From an optimization exercise on the open Yosys and OpenROAD flow, aimed at small area, a short achievable clock period and few clock cycles per item; shortcuts taken in it are not production practice.
Function was checked by simulation only, so behaviour that the tests miss may differ from the original.

## scrypt_blockmix
module scrypt_blockmix (
    input  wire          clk,
    input  wire          rst,         
    input  wire          in_valid,
    output wire          in_ready,
    input  wire [1023:0] in_data,
    output wire          out_valid,
    input  wire          out_ready,
    output wire [1023:0] out_data
);
    reg          idle_q;      
    reg          pre_q;       
    reg          run_q;       
    reg          ff_q;        
    reg          done_q;      
    reg          second_q;    
    reg  [2:0]   round_q;     
    reg  [511:0] x_q;
    reg  [511:0] w_q;
    reg  [511:0] ya_q;
    wire [511:0] x_rd;
    salsa_round_t u_rd (.x_i(x_q), .x_o(x_rd));
    wire [511:0] s_ff;
    genvar k;
    generate
        for (k = 0; k < 16; k = k + 1) begin : g_ff
            add32_sk u_add (.a(x_q[32*k +: 32]), .b(w_q[32*k +: 32]),
                            .s(s_ff[32*k +: 32]));
        end
    endgenerate
    wire [511:0] t_ff = s_ff ^ (ya_q & {512{~second_q}});
    wire [511:0] b_x  = in_data[1023:512] ^ in_data[511:0];
    assign in_ready  = pre_q;
    assign out_valid = done_q;
    assign out_data  = {w_q, ya_q};
    always @(posedge clk) begin
        if (rst) begin
            idle_q   <= 1'b1;
            pre_q    <= 1'b0;
            run_q    <= 1'b0;
            ff_q     <= 1'b0;
            done_q   <= 1'b0;
            second_q <= 1'b0;
            round_q  <= 3'd0;
        end else begin
            if (idle_q) begin
                if (pre_q && in_valid) begin
                    idle_q   <= 1'b0;
                    pre_q    <= 1'b0;
                    run_q    <= 1'b1;
                    second_q <= 1'b0;
                    round_q  <= 3'd1;
                end else begin
                    pre_q <= in_valid;
                end
            end
            if (run_q) begin
                round_q <= round_q + 3'd1;
                if (round_q == 3'd7) begin
                    run_q <= 1'b0;
                    ff_q  <= 1'b1;
                end
            end
            if (ff_q) begin
                ff_q     <= 1'b0;
  ...
export LEC_CHECK = 0
export ABC_AREA = 1
export CAP_MARGIN = 20
export CORE_MARGIN = 2
export CORE_UTILIZATION = 40
export CTS_BUF_LIST = sky130_fd_sc_hd__clkbuf_8
export CTS_CLUSTER_DIAMETER = 60
export CTS_CLUSTER_SIZE = 30
export PLACE_DENSITY = 0.5
export SLEW_MARGIN = 20
create_clock -name core_clock -period 35.0 [get_ports {clk}]
standard.sh (not shown) runs the stock make flow with config.mk's settings and CLKGATE_MAP_FILE= SYNTH_SCRIPT=/design/flow/synth_recipe.tcl, a recipe that flattens the netlist after the stock synthesis.
==> flow/flow/run.sh <==
#!/bin/bash
# The standard layout (the standard.sh: standard synthesis, ORFS place,
# CTS, route) at the design's clock and constraints, with these changes in
# how the layout is made:
#  - the port buffers that placement inserts on every input and output are
#    the smallest buffer cell instead of the default; after global placement
#    the output port buffers, which drive the port load, are made buf_2
#    (flow/outbuf.tcl);
#  - pins may sit on adjacent routing tracks, so that the 2054 ports fit on
#    the edge of a die sized for 40% utilisation;
#  - timing repair aims for 26 ns of setup slack instead of 0, so that it
#    sizes the round logic for speed although the 35 ns clock is met anyway.
set -euo pipefail
export BUFFER_PORTS_ARGS="-buffer_cell sky130_fd_sc_hd__buf_1"
export POST_GLOBAL_PLACE_TCL="$PWD/flow/outbuf.tcl"
export PLACE_PINS_ARGS="-min_distance 1 -min_distance_in_tracks"
export SETUP_SLACK_MARGIN=26
bash standard.sh > standard_flow.log 2>&1
==> flow/flow/outbuf.tcl <==
# Sourced after global placement (POST_GLOBAL_PLACE_TCL): the buffer that
# placement put on each output port drives the port's load and the wire to
# the die's edge, so it is made one size larger than the input buffers.
set n_outbuf 0
foreach bterm [[ord::get_db_block] getBTerms] {
  if { [$bterm getIoType] != "OUTPUT" } { continue }
  set net [$bterm getNet]
  if { $net == "NULL" } { continue }
  foreach iterm [$net getITerms] {
    if { ![$iterm isOutputSignal] } { continue }
    set inst [$iterm getInst]
    if { [[$inst getMaster] getName] == "sky130_fd_sc_hd__buf_1" } {
      replace_cell [$inst getName] sky130_fd_sc_hd__buf_2
      incr n_outbuf
    }
  }
}
puts "outbuf.tcl: $n_outbuf output port buffers set to buf_2"
The starting point finished clean.
Testbench counts at the start, summed over its fixed seeds: cycles 9,736, items 512.
Then changed:
==> flow/flow/run.sh (replaced) <==
#!/bin/bash
# The standard layout (the standard.sh: standard synthesis, ORFS place,
# CTS, route) at the design's clock and constraints, with two changes in how
# the layout is optimised:
#  - the port buffers that placement inserts on every input and output are
#    the smallest buffer cell instead of the default;
#  - timing repair aims for 25 ns of setup slack instead of 0, so that it
#    sizes the round logic for speed although the 35 ns clock is met anyway.
set -euo pipefail
export BUFFER_PORTS_ARGS="-buffer_cell sky130_fd_sc_hd__buf_1"
export SETUP_SLACK_MARGIN=25
bash standard.sh > standard_flow.log 2>&1
ABC_AREA = unset   (was 1)
CORE_UTILIZATION = 45   (was 40)
CTS_CLUSTER_DIAMETER = unset   (was 60)
CTS_CLUSTER_SIZE = unset   (was 30)
PLACE_DENSITY = 0.55   (was 0.5)
removed: flow/flow/outbuf.tcl
=>
- The changed run did not get past 3_2_place_iop
- area after synthesis came out lower by 11%
- synthesized cell count drops by 30%

---

main:
scrypt_blockmix again, from the RTL that the note above started with.
clock: 35.0 ns
lec_check: 0
abc_area: 1
cap_margin: 20
core_margin: 2
core_utilization: 40
cts_buf_list: sky130_fd_sc_hd__clkbuf_8
cts_cluster_diameter: 60
cts_cluster_size: 30
place_density: 0.5
slew_margin: 20
==> flow/flow/run.sh <==
#!/bin/bash
# The standard layout (the standard.sh: standard synthesis, ORFS place,
# CTS, route) at the design's clock and constraints, with these changes in
# how the layout is made:
#  - the port buffers that placement inserts on every input and output are
#    the smallest buffer cell instead of the default;
#  - pins may sit on adjacent routing tracks, so that the 2054 ports fit on
#    the edge of a die sized for 40% utilisation;
#  - timing repair aims for 27 ns of setup slack instead of 0, so that it
#    sizes the round logic for speed although the 35 ns clock is met anyway.
set -euo pipefail
export BUFFER_PORTS_ARGS="-buffer_cell sky130_fd_sc_hd__buf_1"
export PLACE_PINS_ARGS="-min_distance 1 -min_distance_in_tracks"
export SETUP_SLACK_MARGIN=27
bash standard.sh > standard_flow.log 2>&1
main ran in full, but the layout does not pass; the checks complain about max-capacitance violations.
Testbench counts of main, summed over its fixed seeds: cycles 9,736, items 512.
The following lists how the feature branch was set up differently from main:
==> flow/run.sh (new file) <==
#!/bin/bash
# synth_recipe.tcl (not shown) runs the flow's synth.tcl, then flattens the netlist and writes it again
# the make line also repeats each setting of config.mk as NAME=value (left out here)
make -C /OpenROAD-flow-scripts/flow DESIGN_CONFIG=/design/flow/config.mk WORK_HOME=/design/flow/orfs CLKGATE_MAP_FILE= SYNTH_SCRIPT=/design/flow/synth_recipe.tcl finish
-- flow/config.mk --
<<< main, line 8
export ABC_AREA = 1
>>> the feature branch, line 8
<<< main, line 11
export CORE_UTILIZATION = 40
export CTS_BUF_LIST = sky130_fd_sc_hd__clkbuf_8
export CTS_CLUSTER_DIAMETER = 60
export CTS_CLUSTER_SIZE = 30
export PLACE_DENSITY = 0.5
>>> the feature branch, line 10
export CORE_UTILIZATION = 25
export PLACE_DENSITY = 0.35
removed: flow/flow/run.sh
removed: flow/standard.sh
[summary]
The feature branch was carried through to the last stage, and its layout satisfied the timing, DRC and antenna checks.
The standard cells in the feature branch occupy less silicon area than those in main do.
Critical path depth up 43 in the feature branch wrt main
Compared with main, in the feature branch inverter count of the layout excluding clock inverters -about 80%, count of clock buffers in the final design +about 70%, overall routing resource usage -8.2 points, buffers inserted during post-CTS setup optimization -794, signed area change from the synthesized netlist to the final layout +6.4 points.
Compared with main, number of multi-input combinational cells in the layout in the feature branch decreased by more than a quarter.
Compared with main, the feature branch supports a lower clock frequency.

---

scrypt_blockmix again, from the RTL that the note above started with.
// scrypt_blockmix
module scrypt_blockmix (
    input  wire          clk,
    input  wire          rst,         
    input  wire          in_valid,
    output wire          in_ready,
    input  wire [1023:0] in_data,
    output wire          out_valid,
    input  wire          out_ready,
    output wire [1023:0] out_data
);
clock: 35.0 ns
lec_check: 0
abc_area: 1
cap_margin: 20
core_margin: 2
core_utilization: 40
cts_buf_list: sky130_fd_sc_hd__clkbuf_8
cts_cluster_diameter: 60
cts_cluster_size: 30
place_density: 0.5
slew_margin: 20
==> flow/flow/run.sh <==
#!/bin/bash
# The standard layout (the standard.sh: standard synthesis, ORFS place,
# CTS, route) at the design's clock and constraints, with these changes in
# how the layout is made:
#  - the port buffers that placement inserts on every input and output are
#    the smallest buffer cell instead of the default;
#  - pins may sit on adjacent routing tracks, so that the 2054 ports fit on
#    the edge of a die sized for 40% utilisation;
#  - timing repair aims for 26 ns of setup slack instead of 0, so that it
#    sizes the round logic for speed although the 35 ns clock is met anyway.
set -euo pipefail
export BUFFER_PORTS_ARGS="-buffer_cell sky130_fd_sc_hd__buf_1"
export PLACE_PINS_ARGS="-min_distance 1 -min_distance_in_tracks"
export SETUP_SLACK_MARGIN=26
bash standard.sh > standard_flow.log 2>&1
Testbench counts at the start, summed over its fixed seeds: cycles 9,736, items 512.
Edit:
==> flow/flow/run.sh (replaced) <==
#!/bin/bash
# The standard layout (the standard.sh: standard synthesis, ORFS place,
# CTS, route), except that the port buffers that placement inserts on every
# input and output are the smallest buffer cell instead of the default.
set -euo pipefail
export BUFFER_PORTS_ARGS="-buffer_cell sky130_fd_sc_hd__buf_1"
bash standard.sh > standard_flow.log 2>&1
--- a/flow/config.mk
+++ b/flow/config.mk
@@ -8 +7,0 @@
-export ABC_AREA = 1
@@ -11 +10 @@
-export CORE_UTILIZATION = 40
+export CORE_UTILIZATION = 45
@@ -13,3 +12 @@
-export CTS_CLUSTER_DIAMETER = 60
-export CTS_CLUSTER_SIZE = 30
-export PLACE_DENSITY = 0.5
+export PLACE_DENSITY = 0.55
What happened: The new run never finished: it broke off in 3_2_place_iop, error PPL-0024. Synthesized cell count goes down by a quarter to a third. Area after synthesis goes down by roughly a tenth.
Edit:
==> flow/flow/run.sh (replaced) <==
#!/bin/bash
# The standard layout (the standard.sh: standard synthesis, ORFS place,
# CTS, route) at the design's clock and constraints, with these changes in
# how the layout is made:
#  - the port buffers that placement inserts on every input and output are
#    the smallest buffer cell instead of the default;
#  - pins may sit on adjacent routing tracks, so that the 2054 ports fit on
#    the edge of a die sized for 40% utilisation;
set -euo pipefail
export BUFFER_PORTS_ARGS="-buffer_cell sky130_fd_sc_hd__buf_1"
export PLACE_PINS_ARGS="-min_distance 1 -min_distance_in_tracks"
bash standard.sh > standard_flow.log 2>&1
--- a/flow/config.mk
+++ b/flow/config.mk
@@ -7,0 +8 @@
+export ABC_AREA = 1
@@ -10 +11 @@
-export CORE_UTILIZATION = 45
+export CORE_UTILIZATION = 40
@@ -12 +13 @@
-export PLACE_DENSITY = 0.55
+export PLACE_DENSITY = 0.5
The changed run finished with timing, DRC and antenna clean.
Synthesized area grows by 12%.
Synthesized cell count grows by 44%.

[afterwards: timing with drivers on the ports]
In the flow no input, the clock included, has a driving cell. The finished layouts below were timed again as built, in two steps. Step 1 (the two cells are an assumption about what drives the block):
set clk [get_ports {clk}]
set_driving_cell -lib_cell sky130_fd_sc_hd__clkbuf_16 $clk
set_driving_cell -lib_cell sky130_fd_sc_hd__buf_2 [delete_from_list [all_inputs] $clk]
Step 2 also shifts input and output timing later by t, the mid clock arrival at the registers, as if the neighbouring blocks saw the same clock. Three values: ideal, step 1, step 2; two values: the first two.
run	t (ns)	setup slack, ns	hold slack, ns	pins driven straight from the clock port
the first run of note 1	1.252	25.895 / 25.769 / 26.115	0.495 / 0.495 / 0.495	1
main	1.268	25.849 / 25.728 / 25.738	0.483 / 0.483 / 0.483	1
the feature branch	1.102	20.892 / 20.892 / 20.892	0.471 / 0.471 / 0.471	1
the first run of note 3	1.242	25.968 / 25.849 / 26.084	0.491 / 0.491 / 0.491	1
the third run of note 3	1.256	24.531 / 24.531 / 24.531	0.491 / 0.491 / 0.491	1
The setup slack of main, which loses most, moves by -0.121 ns with the drivers and by -0.111 ns with both steps.
